Background: an optimization exercise with open tools, aiming at small area, a short achievable clock period and few clock cycles per item. Do not read the settings as production practice. Where RTL was checked, it was by simulation tests only, not by an equivalence proof against the original. Power is estimated from default activity; no workload was simulated.

==> try-onyx: inputs <==
Design pwm_engine, start of the top module:
module pwm_engine (
    input             clk,
    input             rst,         
    input             bus_valid,
    input             bus_write,
    input      [3:0]  bus_addr,    
    input      [1:0]  bus_size,    
    input      [31:0] bus_wdata,
    output            bus_ready,
    output     [31:0] bus_rdata,
    output            bus_err,
    output            ev_valid,
    output     [3:0]  ev_kind,
    output     [7:0]  ev_tmr,
    output     [2:0]  ev_ch,
    output     [31:0] ev_data,
    input             ev_ready
);
Settings: LEC_CHECK=0, CAP_MARGIN=20, CORE_MARGIN=2, CORE_UTILIZATION=40, SLEW_MARGIN=20; clock period 25.0 ns.
standard.sh (not shown) runs the stock make flow with config.mk's settings and CLKGATE_MAP_FILE= SYNTH_SCRIPT=/design/flow/synth_recipe.tcl, a recipe that flattens the netlist after the stock synthesis.
==> flow/flow/run.sh <==
#!/bin/bash
# The standard layout (the standard.sh, standard synthesis unchanged), with
# ORFS's repair_timing asked to leave SETUP_SLACK_MARGIN ns of setup slack at
# the design's clock, so that the paths it achieves are optimised below it,
# and plain buffers (resizable) as the port buffers.
set -uo pipefail
MARGIN=14
if ! bash standard.sh synth > synth.log 2>&1; then tail -40 synth.log; exit 1; fi
if ! bash standard.sh SETUP_SLACK_MARGIN=$MARGIN "BUFFER_PORTS_ARGS=-buffer_cell sky130_fd_sc_hd__buf_4" finish > layout.log 2>&1; then tail -40 layout.log; exit 1; fi
==> try-juniper: changes against try-onyx <==
--- a/flow/design.v
+++ b/flow/design.v
@@ -81,11 +81,11 @@
     reg        pbad_r;      
     reg        fq_run;      
     reg        rel_go;      
     reg        qr_go;       
     reg        qr_go2;      
-    reg [22:0] qxm_r;       
+    reg [6:0]  qm_r;        
     reg        qr_ok;       
     reg [31:0] rel_r;
     reg [1:0]  rv_sel;      
     reg [9:0]  cu_d;
     reg [22:0] cu_q;
@@ -204,18 +204,13 @@
     assign ev_valid = first ? fe_valid : ev_valid_r;
     assign ev_kind  = first ? fe_kind : ev_kind_r;
     assign ev_tmr   = {6'd0, first ? (fe_own ? c_t : 2'd0) : ev_tmr_r};
     assign ev_ch    = first ? (fe_own ? c_ch : 3'd0) : ev_ch_r;
     wire out_free = !ev_valid_r || ev_ready;
-    wire dn_end   = (ph == PH_END) && !qr_go && !qr_go2;
-    wire dn_now   = first ? c_quick : ((dn_end && !ev_valid_r) || (ph == PH_RDSH));
-    wire dn_ev    = first ? (fe_valid && c_single) : dn_end;
-    wire done_now = dn_now || (dn_ev && ev_ready);
-    wire rdy_reg  = rej || (busy && dn_now);       
-    wire rdy_ev   = busy && dn_ev;
-    assign bus_ready = rdy_reg || (rdy_ev && ev_ready) ||
-                       (!busy && !(bus_write && !bus_addr[3] && bus_addr[2]));
+    wire done_now = first ? ((fe_valid && c_single && ev_ready) || c_quick)
+                          : ((ph == PH_END) && out_free && !qr_go && !qr_go2) || (ph == PH_RDSH);
+    assign bus_ready = rej || (busy ? done_now : !(bus_write && !bus_addr[3] && bus_addr[2]));
     wire        f_sign = c_v[31];
     wire [7:0]  f_exp  = c_v[30:23];
     wire [23:0] f_mant = {(f_exp != 8'd0), c_v[22:0]};
     wire [27:0] f_m10  = {f_mant, 3'b000} + {3'b000, f_mant, 1'b0};
     wire [7:0]  f_s    = 8'd133 - f_exp;                  
@@ -404,12 +399,11 @@
             q10_t = dstep10({q10_rem, c_v[4*n +: 4]});
             q10[4*n +: 4] = q10_t[7:4];
             q10_rem = q10_t[3:0];
         end
     end
-    wire [22:0] cu_qi = qr_go2 ? qr_q : cu_q;
-    wire [31:0] cu_t1 = cu_d * cu_qi;
+    wire [31:0] cu_t1 = cu_d * cu_q;
     wire [19:0] cu_dr = cu_d * cu_r;
     wire [38:0] cu_drm = cu_dr * 20'd536871;
     wire [9:0]  cu_t2 = cu_drm[38:29];
     wire [6:0]  cu_k  = (cu_d == 10'd0) ? 7'd0 : (cu_d == 10'd1000) ? 7'd100 : 7'd1;
     wire [31:0] ev_sum = ev_t1 + {22'd0, ev_t2} + {25'd0, ev_k};
@@ -442,43 +436,21 @@
             2'd2: rm_v = {15'd0, fq_sh[16:0]};
             default: rm_v = 32'd0;
         endcase
     end
     wire [31:0] rm_s  = d_cs[c_i];
-    reg [31:0] rb_pp [0:15];
-    reg [31:0] rb_neg;
-    reg [2:0]  rb_tri;
-    reg [32:0] rb_m;
-    always @* begin
-        rb_neg = 32'd0;
-        for (n = 0; n < 16; n = n + 1) begin
-            rb_tri = {rm_v[2*n+1], rm_v[2*n], (n == 0) ? 1'b0 : rm_v[2*n-1]};
-            case (rb_tri)
-                3'b001, 3'b010: rb_m = {1'b0, rm_s};
-                3'b011:         rb_m = {rm_s, 1'b0};
-                3'b100:         rb_m = ~{rm_s, 1'b0};
-                3'b101, 3'b110: rb_m = ~{1'b0, rm_s};
-                default:        rb_m = 33'd0;
-            endcase
-            rb_pp[n] = rb_m[31:0] << (2 * n);
-            rb_neg[2 * n] = rb_tri[2] && !(rb_tri[1] && rb_tri[0]);
-        end
-    end
-    wire [31:0] rel_c = rb_pp[0] + rb_pp[1] + rb_pp[2] + rb_pp[3] + rb_pp[4] + rb_pp[5] +
-                        rb_pp[6] + rb_pp[7] + rb_pp[8] + rb_pp[9] + rb_pp[10] + rb_pp[11] +
-                        rb_pp[12] + rb_pp[13] + rb_pp[14] + rb_pp[15] + rb_neg + 32'd2;
+    wire [31:0] rel_c = rm_v * rm_s + 32'd2;
     wire [28:0] qx   = rel_r[31:3];
     wire [12:0] qs1  = qx[6:0] + 3 * qx[13:7] + 9 * qx[20:14] + 27 * qx[27:21] + (qx[28] ? 13'd81 : 13'd0);
     wire [7:0]  qs2  = qs1[6:0] + 3 * qs1[12:7];
     wire [6:0]  qm   = (qs2 >= 8'd125) ? qs2 - 8'd125 : qs2[6:0];
-    wire [22:0] qxm  = qx[22:0] - {16'd0, qm};
-    wire [22:0] qr_q = qxm_r * 23'h6978d5;
+    wire [22:0] qr_q = (qx[22:0] - {16'd0, qm_r}) * 23'h6978d5;
     reg [4:0] fq_len;
     always @* begin
         fq_len = 5'd0;
         for (n = 0; n < 17; n = n + 1)
-            if (q10[n]) fq_len = n + 1;
+            if (q_r[n]) fq_len = n + 1;
     end
     reg [19:0] fq_rem0;
     reg [19:0] fq_sh0;
     reg [3:0]  fq_cnt0;
     always @* begin
@@ -592,20 +564,20 @@
                     cur_duty  <= dc_duty;
                     cur_cfg   <= w_idx_ok && d_cfg[w_i];
                     cur_act   <= w_idx_ok && d_act[w_i];
                     cur_reg   <= w_reg;
                     q_r       <= q10[16:0];
-                    fq_rem    <= fq_rem0;
-                    fq_sh     <= fq_sh0;
-                    fq_cnt    <= fq_cnt0;
                     qbig_r    <= (operand_r >= 32'd1000010);
                     qzero_r   <= (operand_r < 32'd10);
                 end
             end
             if (busy && first) begin
                 is_start <= (c_op == OP_START);
                 fq_run   <= c_ok && (c_op == OP_SETFREQ) && !qbig_r;
+                fq_rem   <= fq_rem0;
+                fq_sh    <= fq_sh0;
+                fq_cnt   <= fq_cnt0;
                 if (c_ok && c_fq0) begin
                     sh_q[c_t]   <= 23'd0;
                     sh_r[c_t]   <= 10'd2;
                     sh_v[c_t]   <= 1'b1;
                     cu_q        <= 23'd0;
@@ -717,11 +689,11 @@
                             ph         <= PH_SCAN;
                         end
                     end
                     PH_SCAN: begin
                         if (s1_v) begin
-                            if (qr_ok || qr_go2) begin
+                            if (qr_ok) begin
                                 ev_valid_r <= 1'b1;
                                 ev_kind_r  <= E_WR_COMPARE;
                                 ev_tmr_r   <= cur_t;
                                 ev_ch_r    <= s1_ch;
                                 ev_t1      <= cu_t1;
@@ -765,35 +737,32 @@
                     end
                     default: ;
                     endcase
                 end
             end
-            if (busy && (first || fq_run)) begin
+            if (busy && !first && fq_run) begin
                 fq_rem <= fq_rem_n;
                 fq_sh  <= fq_sh_n;
                 fq_cnt <= fq_cnt - 4'd1;
                 if (fq_cnt == 4'd0) begin
                     fq_run <= 1'b0;
-                    if (!first || (c_ok && (c_op == OP_SETFREQ) && !qbig_r)) begin
-                        rel_go <= 1'b1;
-                        rv_sel <= 2'd2;
-                    end
+                    rel_go <= 1'b1;
+                    rv_sel <= 2'd2;
                 end
             end
             if (busy && rel_go) begin
                 rel_r <= rel_c;
                 qr_go <= 1'b1;
             end
-            if (qr_go) begin
-                qxm_r       <= qxm;
-                cu_r        <= {qm, rel_r[2:0]};
-                sh_r[cur_t] <= {qm, rel_r[2:0]};
-            end
+            if (qr_go)
+                qm_r <= qm;
             if (qr_go2) begin
                 sh_q[cur_t] <= qr_q;
+                sh_r[cur_t] <= {qm_r, rel_r[2:0]};
                 sh_v[cur_t] <= 1'b1;
                 cu_q        <= qr_q;
+                cu_r        <= {qm_r, rel_r[2:0]};
                 qr_ok       <= 1'b1;
             end
             if (per_we)
                 d_per[c_i] <= per_wd;
             if (duty_we)
==> results.txt <==
item                                                  try-juniper             try-onyx
Status                                             finished clean       finished clean
Part of the power in combinational logic                    0.683                0.708
Switching part of the total power                          0.4417               0.4453
Area of the die                                      361200 sq um         360500 sq um
Terminus of the critical flop-to-flop path     ev_t2[9]$_DFFE_PN_  ev_t1[31]$_DFFE_PN_
Adder-cell share of the synthesized area                   0.1847               0.1543
Area after DPL                                       149500 sq um         149700 sq um
Sequential group share of total power                       0.169                0.156
Detail Placement HPWL                                    346.3 mm             334.5 mm
Met1 routed wirelength after detailed routing            190.6 mm             191.9 mm
Footprint of the multi-input gates                    71220 sq um          71930 sq um
Fraction of area in non-clock buffers                     0.02557              0.02991
Top cell type's share of synthesized area                  0.4335               0.4377
Terminating pin of the worst hold path          q_r[16]$_DFFE_PP_   sh_v[0]$_SDFF_PP0_
CP peak stage delay                                       0.33 ns              0.55 ns
Max Fclk                                              0.08893 GHz          0.08852 GHz
Testbench counts of try-onyx, summed over its fixed seeds: cycles 24,060, commands 3,712.
Function not checked in try-juniper: the RTL went through the layout flow alone.


==> run a <==
pwm_engine again, from the RTL that the note above started with.
export LEC_CHECK = 0
export CAP_MARGIN = 20
export CORE_MARGIN = 2
export CORE_UTILIZATION = 40
export CTS_BUF_LIST = sky130_fd_sc_hd__clkbuf_4 sky130_fd_sc_hd__clkbuf_8
export SLEW_MARGIN = 20
create_clock -name core_clock -period 25.0 [get_ports {clk}]
Scripts as last shown in full above: flow/flow/run.sh
==> inputs of run b, as changes to run a <==
--- a/flow/design.v
+++ b/flow/design.v
@@ -441,34 +441,13 @@
             2'd1: rm_v = 32'd100;
             2'd2: rm_v = {15'd0, fq_sh[16:0]};
             default: rm_v = 32'd0;
         endcase
     end
     wire [31:0] rm_s  = d_cs[c_i];
-    reg [31:0] rb_pp [0:15];
-    reg [31:0] rb_neg;
-    reg [2:0]  rb_tri;
-    reg [32:0] rb_m;
-    always @* begin
-        rb_neg = 32'd0;
-        for (n = 0; n < 16; n = n + 1) begin
-            rb_tri = {rm_v[2*n+1], rm_v[2*n], (n == 0) ? 1'b0 : rm_v[2*n-1]};
-            case (rb_tri)
-                3'b001, 3'b010: rb_m = {1'b0, rm_s};
-                3'b011:         rb_m = {rm_s, 1'b0};
-                3'b100:         rb_m = ~{rm_s, 1'b0};
-                3'b101, 3'b110: rb_m = ~{1'b0, rm_s};
-                default:        rb_m = 33'd0;
-            endcase
-            rb_pp[n] = rb_m[31:0] << (2 * n);
-            rb_neg[2 * n] = rb_tri[2] && !(rb_tri[1] && rb_tri[0]);
-        end
-    end
-    wire [31:0] rel_c = rb_pp[0] + rb_pp[1] + rb_pp[2] + rb_pp[3] + rb_pp[4] + rb_pp[5] +
-                        rb_pp[6] + rb_pp[7] + rb_pp[8] + rb_pp[9] + rb_pp[10] + rb_pp[11] +
-                        rb_pp[12] + rb_pp[13] + rb_pp[14] + rb_pp[15] + rb_neg + 32'd2;
+    wire [31:0] rel_c = rm_v * rm_s + 32'd2;
     wire [28:0] qx   = rel_r[31:3];
     wire [12:0] qs1  = qx[6:0] + 3 * qx[13:7] + 9 * qx[20:14] + 27 * qx[27:21] + (qx[28] ? 13'd81 : 13'd0);
     wire [7:0]  qs2  = qs1[6:0] + 3 * qs1[12:7];
     wire [6:0]  qm   = (qs2 >= 8'd125) ? qs2 - 8'd125 : qs2[6:0];
     wire [22:0] qxm  = qx[22:0] - {16'd0, qm};
     wire [22:0] qr_q = qxm_r * 23'h6978d5;
==> flow/config.mk (replaced) <==
export PLATFORM = sky130hd
export DESIGN_NAME = pwm_engine
export DESIGN_NICKNAME = pwm_engine
export VERILOG_FILES = /design/flow/design.v
export SDC_FILE = /design/flow/constraint.sdc
export NUM_CORES = 4
export LEC_CHECK = 0
export CAP_MARGIN = 20
export CORE_MARGIN = 2
export CORE_UTILIZATION = 60
export SLEW_MARGIN = 20
==> results.txt <==
The flow ran to the end and the layout has no timing, DRC or antenna violations. The number of levels the H-tree was split into came out at 5. The area growth from synthesis to final layout came out at 12.60%. The arrival time of data at the critical path endpoint came out at 6.31 ns. The clock network takes up 4.766% of total cell area after layout.

The post-layout utilization of the core came out at 45.15%. After synthesis, the netlist uses 120 different library cells. The final-layout fill cell count came out at 31780. The launch instance of the worst min-delay path is sh_v[1]. The portion of synthesized cell area occupied by the leading cell type came out at 43.77%. The critical path runs through a total of 5 cells. In this run the horizontal extent of the chip is 600.4 um.

The pre-CTS worst setup slack came out at 12.70 ns. The power density over the cells is 163.0 nW/um2. The clock share of power is 13.0%.
Source of the figures above: run a

==> results.txt <==
The pre-CTS worst setup slack came out at 11.69 ns. The launch instance of the worst min-delay path is rej. The number of levels the H-tree was split into came out at 4. The arrival time of data at the critical path endpoint came out at 6.27 ns. The number of rows created at floorplan is 179. The die is 493.9 um wide. Measured on the final layout, the clock distribution area share stands at 4.670%. The area growth from synthesis to final layout came out at 11.70%. The count of unique library cells instantiated by Yosys came out at 115.

The run finished with no timing, DRC or antenna violations. In this run the number of cells on the critical path is 11. The power density over the cells came out at 151.5 nW/um2. Of the total power, the clock network draws 14.2%. For this run, the share of the core covered by cells in the final layout is 67.50%. The final-layout fill cell count is 17090. The number of buffers inserted during clock tree synthesis is 227.
Source of the figures above: run b

Testbench counts of run a, summed over its fixed seeds: cycles 24,060, commands 3,712.
Testbench counts of run b, summed over its fixed seeds: cycles 24,060, commands 3,712.

what the ideal ports hide:
Ports are ideal in the flow. The routed layouts listed here were re-timed in OpenROAD. Step 1: set_driving_cell puts a clkbuf_16 on clk and a buf_2 on each other input, an assumption about the parent block. Step 2, shift: input delay + t, output delay - t, t = (earliest + latest rising clock arrival at the registers) / 2. This alone moves slack from input paths to output paths. Slacks: ideal / step 1 / step 2; pairs: ideal / step 1.
run | t (ns) | setup slack, ns | clock arrival spread, ns | worst register clock-pin slew, ns | pins driven straight from the clock port
try-onyx | 1.030 | 13.703 / 13.473 / 13.473 | 0.076 / 0.075 | 0.07 / 0.07 | 1
try-juniper | 1.038 | 13.755 / 13.628 / 13.628 | 0.141 / 0.141 | 0.07 / 0.07 | 1
run a | 1.173 | 13.692 / 13.411 / 13.411 | 0.069 / 0.070 | 0.10 / 0.10 | 1
run b | 1.043 | 13.727 / 13.380 / 13.380 | 0.140 / 0.140 | 0.07 / 0.07 | 1
After both steps setup and hold are still met in every run listed. For run b, which loses most, drivers alone change the setup slack by -0.347 ns; drivers and shift together by -0.347 ns.
